Background: an optimization exercise with open tools, aiming at small area, a short achievable clock period and few clock cycles. Do not read the settings as production practice.

==> build 43: inputs <==
// u128_unit
module u128_unit (
    input  wire        clk,
    input  wire        rst,       
    input  wire        req,       
    input  wire        we,        
    input  wire [5:0]  addr,      
    input  wire [31:0] wdata,
    output wire        ready,     
    output reg  [31:0] rdata      
);
    localparam integer K     = 4;            
    localparam integer NSTEP = 128 / K;
    localparam [7:0] OP_ADD   = 8'h01;
    localparam [7:0] OP_SUB   = 8'h02;
    localparam [7:0] OP_AND   = 8'h03;
    localparam [7:0] OP_OR    = 8'h04;
    localparam [7:0] OP_XOR   = 8'h05;
    localparam [7:0] OP_NOT   = 8'h06;
    localparam [7:0] OP_SHL   = 8'h07;
    localparam [7:0] OP_SHR   = 8'h08;
    localparam [7:0] OP_LZC   = 8'h09;
    localparam [7:0] OP_DSTA  = 8'h10;
    localparam [7:0] OP_DDIG  = 8'h11;
    localparam [7:0] OP_DEND  = 8'h12;
    localparam [7:0] OP_B2D   = 8'h13;
    reg [127:0] a_q, b_q, r_q, dacc_q;
    reg         dseen_q;
    reg [1:0]   derr_q;           
    reg [1:0]   err_q;            
    reg [155:0] dig_q;            
    reg [5:0]   dlen_q;
    reg         conv_q;           
    reg         norm_q;           
    reg [4:0]   step_q;           
    reg         add_q, sub_q;     
    reg         shl_q, shr_q;     
    reg [6:0]   sh_q;             
    wire busy = conv_q | norm_q | add_q | sub_q | shl_q | shr_q;
    assign ready = ~busy;
    wire access = req & ~busy;
    wire wr     = access & we;
    wire cmd_wr = wr & (addr == 6'd12);
    wire [7:0]  op  = wdata[7:0];
    wire [7:0]  ch  = wdata[15:8];
    wire        rsv_zero = (wdata[31:16] == 16'd0);
    wire        ch_zero  = (ch == 8'd0);
  ...
==> flow/config.mk <==
export PLATFORM = sky130hd
export DESIGN_NAME = u128_unit
export DESIGN_NICKNAME = u128_unit
export VERILOG_FILES = /design/flow/design.v
export SDC_FILE = /design/flow/constraint.sdc
export NUM_CORES = 4
export LEC_CHECK = 0
export ABC_AREA = 1
export CAP_MARGIN = 20
export CELL_PAD_IN_SITES_DETAIL_PLACEMENT = 2
export CELL_PAD_IN_SITES_GLOBAL_PLACEMENT = 2
export CORE_MARGIN = 2
export CORE_UTILIZATION = 55
export PLACE_DENSITY = 0.65
export SETUP_SLACK_MARGIN = 5
export SLEW_MARGIN = 20
==> flow/constraint.sdc <==
create_clock -name core_clock -period 13.0 [get_ports {clk}]
set_input_delay 2.6000 -clock core_clock [delete_from_list [all_inputs] [get_ports {clk}]]
set_output_delay 2.6000 -clock core_clock [all_outputs]
set_load 0.01 [all_outputs]
standard.sh (not shown) runs the stock make flow with config.mk's settings and CLKGATE_MAP_FILE= SYNTH_SCRIPT=/design/flow/synth_recipe.tcl, a recipe that flattens the netlist after the stock synthesis.
==> flow/flow/run.sh <==
#!/bin/bash
bash standard.sh > standard.log 2>&1
==> inputs of build 29, as changes to build 43 <==
--- a/flow/design.v
+++ b/flow/design.v
@@ -58,57 +58,45 @@
     wire is_dend = (op == OP_DEND);
     wire is_b2d  = (op == OP_B2D);
     wire op_known = is_add | is_sub | is_and | is_or | is_xor | is_not | is_shl | is_shr |
                     is_lzc | is_dsta | is_ddig | is_dend | is_b2d;
     wire legal  = op_known & rsv_zero & (is_ddig | ch_zero);
     wire cmd_ok = cmd_wr & legal;
     wire         is_digit = (ch[7:4] == 4'h3) & (ch[3:0] <= 4'd9);
-    wire [4:0]   dec_lo   = {1'b0, dacc_q[0], 3'd0} + {1'b0, dacc_q[2:0], 1'b0} + {1'b0, ch[3:0]};
+    wire         d_hi     = ch[3];
+    wire [2:0]   d_x      = ch[2:0] | {3{d_hi}};
+    wire         d_y      = d_hi & ch[0];
     wire         arith = add_q | sub_q;
-    wire [127:0] add_x = arith ? a_q : {dacc_q[124:1], 4'd0};
-    wire [127:0] add_y = arith ? (b_q ^ {128{sub_q}}) : {dacc_q[126:3], 4'hf};
-    wire         add_c = arith ? sub_q : dec_lo[4];
-    reg [127:0] pg_g, pg_p;
+    wire [127:0] add_x = arith ? a_q : {dacc_q[124:0], d_x};
+    wire [127:0] add_y = arith ? (b_q ^ {128{sub_q}}) : {dacc_q[126:0], d_y};
+    wire         add_c = arith ? sub_q : d_hi;
+    reg [128:0] pg_g, pg_p;
     integer bd, bi;
     always @(*) begin
+        pg_g[0] = add_c;
+        pg_p[0] = 1'b0;
         for (bi = 0; bi < 128; bi = bi + 1) begin
-            pg_g[bi] = add_x[bi] & add_y[bi];
-            pg_p[bi] = add_x[bi] ^ add_y[bi];
+            pg_g[bi+1] = add_x[bi] & add_y[bi];
+            pg_p[bi+1] = add_x[bi] ^ add_y[bi];
         end
-        for (bd = 1; bd < 128; bd = bd * 2)
-            for (bi = 2*bd - 1; bi < 128; bi = bi + 2*bd) begin
+        for (bd = 1; bd < 129; bd = bd * 2)
+            for (bi = 2*bd - 1; bi < 129; bi = bi + 2*bd) begin
                 pg_g[bi] = pg_g[bi] | (pg_p[bi] & pg_g[bi-bd]);
                 pg_p[bi] = pg_p[bi] & pg_p[bi-bd];
             end
-        for (bd = 32; bd >= 1; bd = bd / 2)
-            for (bi = 3*bd - 1; bi < 128; bi = bi + 2*bd) begin
+        for (bd = 64; bd >= 1; bd = bd / 2)
+            for (bi = 3*bd - 1; bi < 129; bi = bi + 2*bd) begin
                 pg_g[bi] = pg_g[bi] | (pg_p[bi] & pg_g[bi-bd]);
                 pg_p[bi] = pg_p[bi] & pg_p[bi-bd];
             end
     end
-    wire [128:0] carry = {pg_g | (pg_p & {128{add_c}}), add_c};
-    wire [127:0] sum   = add_x ^ add_y ^ carry[127:0];
-    wire         cout  = carry[128];
-    wire [127:0] dec_next = {sum[127:4], dec_lo[3:0]};
+    wire [127:0] sum  = add_x ^ add_y ^ pg_g[127:0];
+    wire         cout = pg_g[128];
     wire         dec_ovf = cout | (|dacc_q[127:125]);
     wire shift_big = |b_q[127:7];
-    reg [3:0] tt;
-    always @(*) begin
-        tt = 4'b0000;
-        if (is_and) tt = 4'b1000;
-        if (is_or)  tt = 4'b1110;
-        if (is_xor) tt = 4'b0110;
-        if (is_not) tt = 4'b0011;
-        if ((is_shl | is_shr) & ~shift_big) tt = 4'b1100;
-    end
-    reg [127:0] lu;
-    integer li;
-    always @(*)
-        for (li = 0; li < 128; li = li + 1)
-            lu[li] = tt[{a_q[li], b_q[li]}];
     reg [127:0] z_v;
     reg [6:0]   z_c [0:127];
     reg [7:0]   lzc;
     integer zl, zg;
     always @(*) begin
         for (zg = 0; zg < 128; zg = zg + 1) begin
             z_v[zg] = a_q[127 - zg];
@@ -316,18 +304,24 @@
             if (cmd_wr) begin
                 if (!legal) err_q <= 2'd3;
                 else        err_q <= 2'd0;
             end
             if (cmd_ok) begin
                 add_q <= is_add;
                 sub_q <= is_sub;
-                if (is_and | is_or | is_xor | is_not | is_shl | is_shr) r_q <= lu;
+                if (is_and) r_q <= a_q & b_q;
+                if (is_or)  r_q <= a_q | b_q;
+                if (is_xor) r_q <= a_q ^ b_q;
+                if (is_not) r_q <= ~a_q;
                 if (is_lzc) r_q <= {120'd0, lzc};
                 if (is_shl | is_shr) begin
-                    if (!shift_big) begin
+                    if (shift_big) begin
+                        r_q <= 128'd0;
+                    end else begin
+                        r_q   <= a_q;
                         sh_q  <= b_q[6:0];
                         shl_q <= is_shl & (b_q[6:0] != 7'd0);
                         shr_q <= is_shr & (b_q[6:0] != 7'd0);
                     end
                 end
                 if (is_dsta) begin
                     dacc_q  <= 128'd0;
@@ -342,15 +336,15 @@
                         derr_q <= 2'd1;
                         err_q  <= 2'd1;
                     end else if (dec_ovf) begin
                         dacc_q <= {128{1'b1}};
                         derr_q <= 2'd2;
                         err_q  <= 2'd2;
                     end else begin
-                        dacc_q <= dec_next;
+                        dacc_q <= sum;
                     end
                 end
                 if (is_dend) begin
                     if (derr_q != 2'd0)
                         err_q <= derr_q;
                     else if (!dseen_q)
                         err_q <= 2'd1;
==> flow/run.sh (new file) <==
#!/bin/bash
# synth_recipe.tcl (not shown) runs the flow's synth.tcl, then flattens the netlist and writes it again
# the make line also repeats each setting of config.mk as NAME=value (left out here)
make -C /OpenROAD-flow-scripts/flow DESIGN_CONFIG=/design/flow/config.mk WORK_HOME=/design/flow/orfs CLKGATE_MAP_FILE= SYNTH_SCRIPT=/design/flow/synth_recipe.tcl finish
--- a/flow/config.mk
+++ b/flow/config.mk
@@ -6,11 +6,11 @@
 export NUM_CORES = 4
 export LEC_CHECK = 0
 export ABC_AREA = 1
 export CAP_MARGIN = 20
 export CELL_PAD_IN_SITES_DETAIL_PLACEMENT = 2
 export CELL_PAD_IN_SITES_GLOBAL_PLACEMENT = 2
 export CORE_MARGIN = 2
-export CORE_UTILIZATION = 55
-export PLACE_DENSITY = 0.65
+export CORE_UTILIZATION = 25
+export PLACE_DENSITY = 0.4
 export SETUP_SLACK_MARGIN = 5
 export SLEW_MARGIN = 20
removed: flow/flow/run.sh
removed: flow/standard.sh
==> qor summary <==
| item | build 29 | build 43 |
|---|---|---|
| Result of the run | no timing/DRC/antenna violations | aborted with a tool error |
| Failing step | - | global placement without I/O (3_1_place_gp_skip_io) |
| Parity-gate share of the synthesized area counting xor and xnor cells | 0.8453% | 1.255% |
| Area share of the leading cell type in the synthesized netlist | 19.84% | 21.05% |
| Multiplexer area fraction after synthesis | 0.08542% | 0% |
| Mapped Avg Cell Area | 6.069 sq um | 5.766 sq um |
| Floorplan die width | 534.3 um | 351.2 um |
| Simple-gate share of the synthesized area | 26.64% | 29.97% |
| Die outline height | 534.3 um | 351.2 um |
| Site Rows | 194 | 127 |
| Sequential area share after synthesis | 19.84% | 21.05% |
| Synthesized cell area | 70310 sq um | 66300 sq um |
| Instance count of the mapped netlist | 11585 | 11499 |
| Post-synthesis compound-gate area fraction | 32.03% | 32.35% |
Function was not checked in any run of this note: the RTL went through the layout flow alone.

[afterwards: timing with drivers on the ports]
No port has a modelled driver above. Below, the same layout with a new extraction and two added sets of constraints.
Step 1: set_driving_cell puts a clkbuf_16 on clk and a buf_2 on each other input, an assumption about the parent block.
Step 2 adds t to the input delays and takes it off the output delays; t is the mean of the earliest and latest rising clock arrival at the registers after step 1. Input paths then give back, and output paths get back, about the clock's delay inside the block.
Slacks: no drivers / after step 1 / after step 2; pairs: no drivers / after step 1.
run: build 29
shift t [ns]: 0.925
setup WS [ns]: 4.784 / 4.673 / 3.891
hold slack, ns: 0.473 / 0.473 / 0.473
worst setup path after step 2: input to register
clock arrival spread, ns: 0.052 / 0.051
After both steps setup and hold are still met in build 29. For build 29, drivers alone change the setup slack by -0.111 ns; drivers and shift together by -0.893 ns.
